Source: an optimization exercise on an open RTL-to-GDS flow (aim: small area). Production flows keep margins and buffers that such runs may drop.
Only simulation tests tie the RTL to the original design; equivalence was not proved.
The flow treats the clock pin as an ideal source, which a real chip does not have.
No activity file was given, so power comes from the tool's default toggle rates.

## lacap
module lacap #(
    parameter [31:0] BASE = 32'h5020_0000
) (
    input  wire        clk,
    input  wire        rst,           
    input  wire        bus_valid,
    input  wire        bus_write,
    input  wire [8:0]  bus_addr,      
    input  wire [31:0] bus_wdata,
    output reg         bus_rvalid,
    output reg  [31:0] bus_rdata,
    input  wire [28:0] lines,
    output wire        mem_we,
    output wire [31:0] mem_addr,
    output wire [31:0] mem_wdata
);
    localparam FIFO_DEPTH = 8;
    localparam [31:0] RXQ_ADDR = BASE + 32'h20;
    localparam R_SU_CTRL      = 7'd0;
    localparam R_SU_STAT      = 7'd1;
    localparam R_SU_CLKDIV    = 7'd2;
    localparam R_SU_PINCTRL   = 7'd3;
    localparam R_SU_SHIFTCTRL = 7'd4;
    localparam R_SU_WRAP      = 7'd5;
    localparam R_SU_PC        = 7'd6;
    localparam R_SU_INSTR     = 7'd7;
    localparam R_SU_RXQ       = 7'd8;
    localparam R_SLOT_CLAIM   = 7'd9;
    localparam R_SLOT_RELEASE = 7'd10;
    localparam R_SLOT_STAT    = 7'd11;
    localparam R_LA_ERR       = 7'd12;
    localparam R_TE_READ      = 7'd64;
    localparam R_TE_WRITE     = 7'd65;
    localparam R_TE_COUNT     = 7'd66;
    localparam R_TE_CTRL      = 7'd67;
    localparam R_TE_DONE      = 7'd68;
    localparam R_GEO_PC       = 7'd80;
    localparam R_GEO_SC       = 7'd81;
    localparam R_BAU_PIN      = 7'd82;
    localparam R_BAU_SAMPLE   = 7'd83;
    localparam R_BAU_REQ      = 7'd84;
    localparam R_BAU_WORD     = 7'd85;
    localparam R_BAU_OFFSET   = 7'd86;
    function [32:0] radd;    
        input [31:0] a;
        input [31:0] b;
        input        cin;
  ...
Size in the first run: about 0.054 sq mm of cells after synthesis.
export LEC_CHECK = 0
export CAP_MARGIN = 20
export CORE_MARGIN = 2
export CORE_UTILIZATION = 72
export SLEW_MARGIN = 20
create_clock -name core_clock -period 12.0 [get_ports {clk}]
standard.sh (not shown) runs the stock make flow with config.mk's settings and CLKGATE_MAP_FILE= SYNTH_SCRIPT=/design/flow/synth_recipe.tcl, a recipe that flattens the netlist after the stock synthesis.
==> flow/flow/run.sh <==
#!/bin/bash
# Layout flow: the standard ORFS flow (standard synthesis, floorplan,
# tap cells and power grid unchanged), with two changes:
#  - ports are buffered with sky130_fd_sc_hd__buf_1 instead of the larger
#    cell buffer_ports picks by default (every port still gets a buffer);
#  - clock tree synthesis uses clkbuf_8 with sink clusters of at most 15
#    flip-flops, and inserts no dummy loads.
# Each tool's full output goes to ORFS's own logs (orfs/logs) and the make
# output to flow_make.log in the work folder.
set -euo pipefail
cd "$(dirname "${BASH_SOURCE[0]}")/.."
export BUFFER_PORTS_ARGS="-buffer_cell sky130_fd_sc_hd__buf_1"
export CTS_ARGS="-sink_clustering_enable -repair_clock_nets -dont_use_dummy_load -buf_list sky130_fd_sc_hd__clkbuf_8 -sink_clustering_size 15 -sink_clustering_max_diameter 80"
bash standard.sh > flow_make.log 2>&1
The baseline passed the timing, design-rule and antenna checks.
Rerun with:
==> flow/flow/run.sh (replaced) <==
#!/bin/bash
# Layout flow: the standard ORFS flow (standard synthesis, floorplan,
# tap cells and power grid unchanged), with three changes:
#  - ports are buffered with sky130_fd_sc_hd__buf_1 instead of the larger
#    cell buffer_ports picks by default (every port still gets a buffer);
#  - clock tree synthesis uses clkbuf_8 with sink clusters of at most 15
#    flip-flops, and inserts no dummy loads;
#  - after clock tree synthesis, gates off the critical paths are sized
#    down (repair_timing -recover_power, flow/recover.tcl).
# Each tool's full output goes to ORFS's own logs (orfs/logs) and the make
# output to flow_make.log in the work folder.
set -euo pipefail
cd "$(dirname "${BASH_SOURCE[0]}")/.."
export BUFFER_PORTS_ARGS="-buffer_cell sky130_fd_sc_hd__buf_1"
export CTS_ARGS="-sink_clustering_enable -repair_clock_nets -dont_use_dummy_load -buf_list sky130_fd_sc_hd__clkbuf_8 -sink_clustering_size 15 -sink_clustering_max_diameter 80"
export POST_CTS_TCL="$PWD/flow/recover.tcl"
bash standard.sh > flow_make.log 2>&1
==> flow/flow/recover.tcl (new file) <==
# Sourced at the end of ORFS's cts step (POST_CTS_TCL): size down gates
# that have timing slack to spare, then legalize the placement again.
estimate_parasitics -placement
report_design_area
repair_timing -recover_power 100 -verbose
detailed_placement
check_placement -verbose
estimate_parasitics -placement
report_worst_slack
report_design_area
Settings changed: CORE_UTILIZATION 72 to 65.
What happened: The changed run passed the timing, design-rule and antenna checks; total power barely changes; core utilization is lower by 6.7 points; sequential power barely changes; global-route usage shrinks by 4.9 points; routed wire length is about the same.
Rerun with:
==> flow/flow/run.sh (replaced) <==
#!/bin/bash
# Layout flow: the standard ORFS flow (standard synthesis, floorplan,
# tap cells and power grid unchanged), with two changes:
#  - ports are buffered with sky130_fd_sc_hd__buf_1 instead of the larger
#    cell buffer_ports picks by default (every port still gets a buffer);
#  - clock tree synthesis uses clkbuf_8 with sink clusters of at most 15
#    flip-flops, and inserts no dummy loads.
# Each tool's full output goes to ORFS's own logs (orfs/logs) and the make
# output to flow_make.log in the work folder.
set -euo pipefail
cd "$(dirname "${BASH_SOURCE[0]}")/.."
export BUFFER_PORTS_ARGS="-buffer_cell sky130_fd_sc_hd__buf_1"
export CTS_ARGS="-sink_clustering_enable -repair_clock_nets -dont_use_dummy_load -buf_list sky130_fd_sc_hd__clkbuf_8 -sink_clustering_size 15 -sink_clustering_max_diameter 80"
bash standard.sh > flow_make.log 2>&1
removed: flow/flow/recover.tcl
The changed run completed without violations.
First-iteration DRC count is lower by 2.9%.
Sequential power hardly moves.
Synthesized area stays the same.
Core utilization came out lower by 0.74 points.
Wire length went down by about 0.3%.
Hold slack hardly moves.
Combinational power went down by about 4.3%.
Synthesized cell count stays the same.
Cell count goes down by about 0.6%.

==> separate check: timing with driven ports <==
The results above use ideal ports. As a check the final layouts listed here were re-extracted and re-timed, cells and wires unchanged.
Step 1 (the two cells are an assumption about what drives the block):
set clk [get_ports {clk}]
set_driving_cell -lib_cell sky130_fd_sc_hd__clkbuf_16 $clk
set_driving_cell -lib_cell sky130_fd_sc_hd__buf_2 [delete_from_list [all_inputs] $clk]
Step 2, shift: input delay + t, output delay - t, t = (earliest + latest rising clock arrival at the registers) / 2. This alone moves slack from input paths to output paths.
Slacks: no drivers / after step 1 / after step 2; pairs: no drivers / after step 1.
| run | t, ns | slack for setup (ns) | worst setup path after step 2 | latest minus earliest clock arrival (ns) | slew at the worst register clock pin (ns) |
|---|---|---|---|---|---|
| the first run | 0.808 | 0.238 / 0.276 / -0.532 | input to register | 0.115 / 0.115 | 0.11 / 0.11 |
| the second run | 0.795 | 0.247 / 0.288 / -0.508 | input to register | 0.118 / 0.117 | 0.11 / 0.11 |
| the third run | 0.802 | 0.218 / 0.257 / -0.545 | input to register | 0.127 / 0.127 | 0.12 / 0.12 |
With both steps, setup timing fails in every run listed, where it was met with ideal ports. For the first run, which loses most, drivers alone change the setup slack by +0.038 ns; drivers and shift together by -0.770 ns.
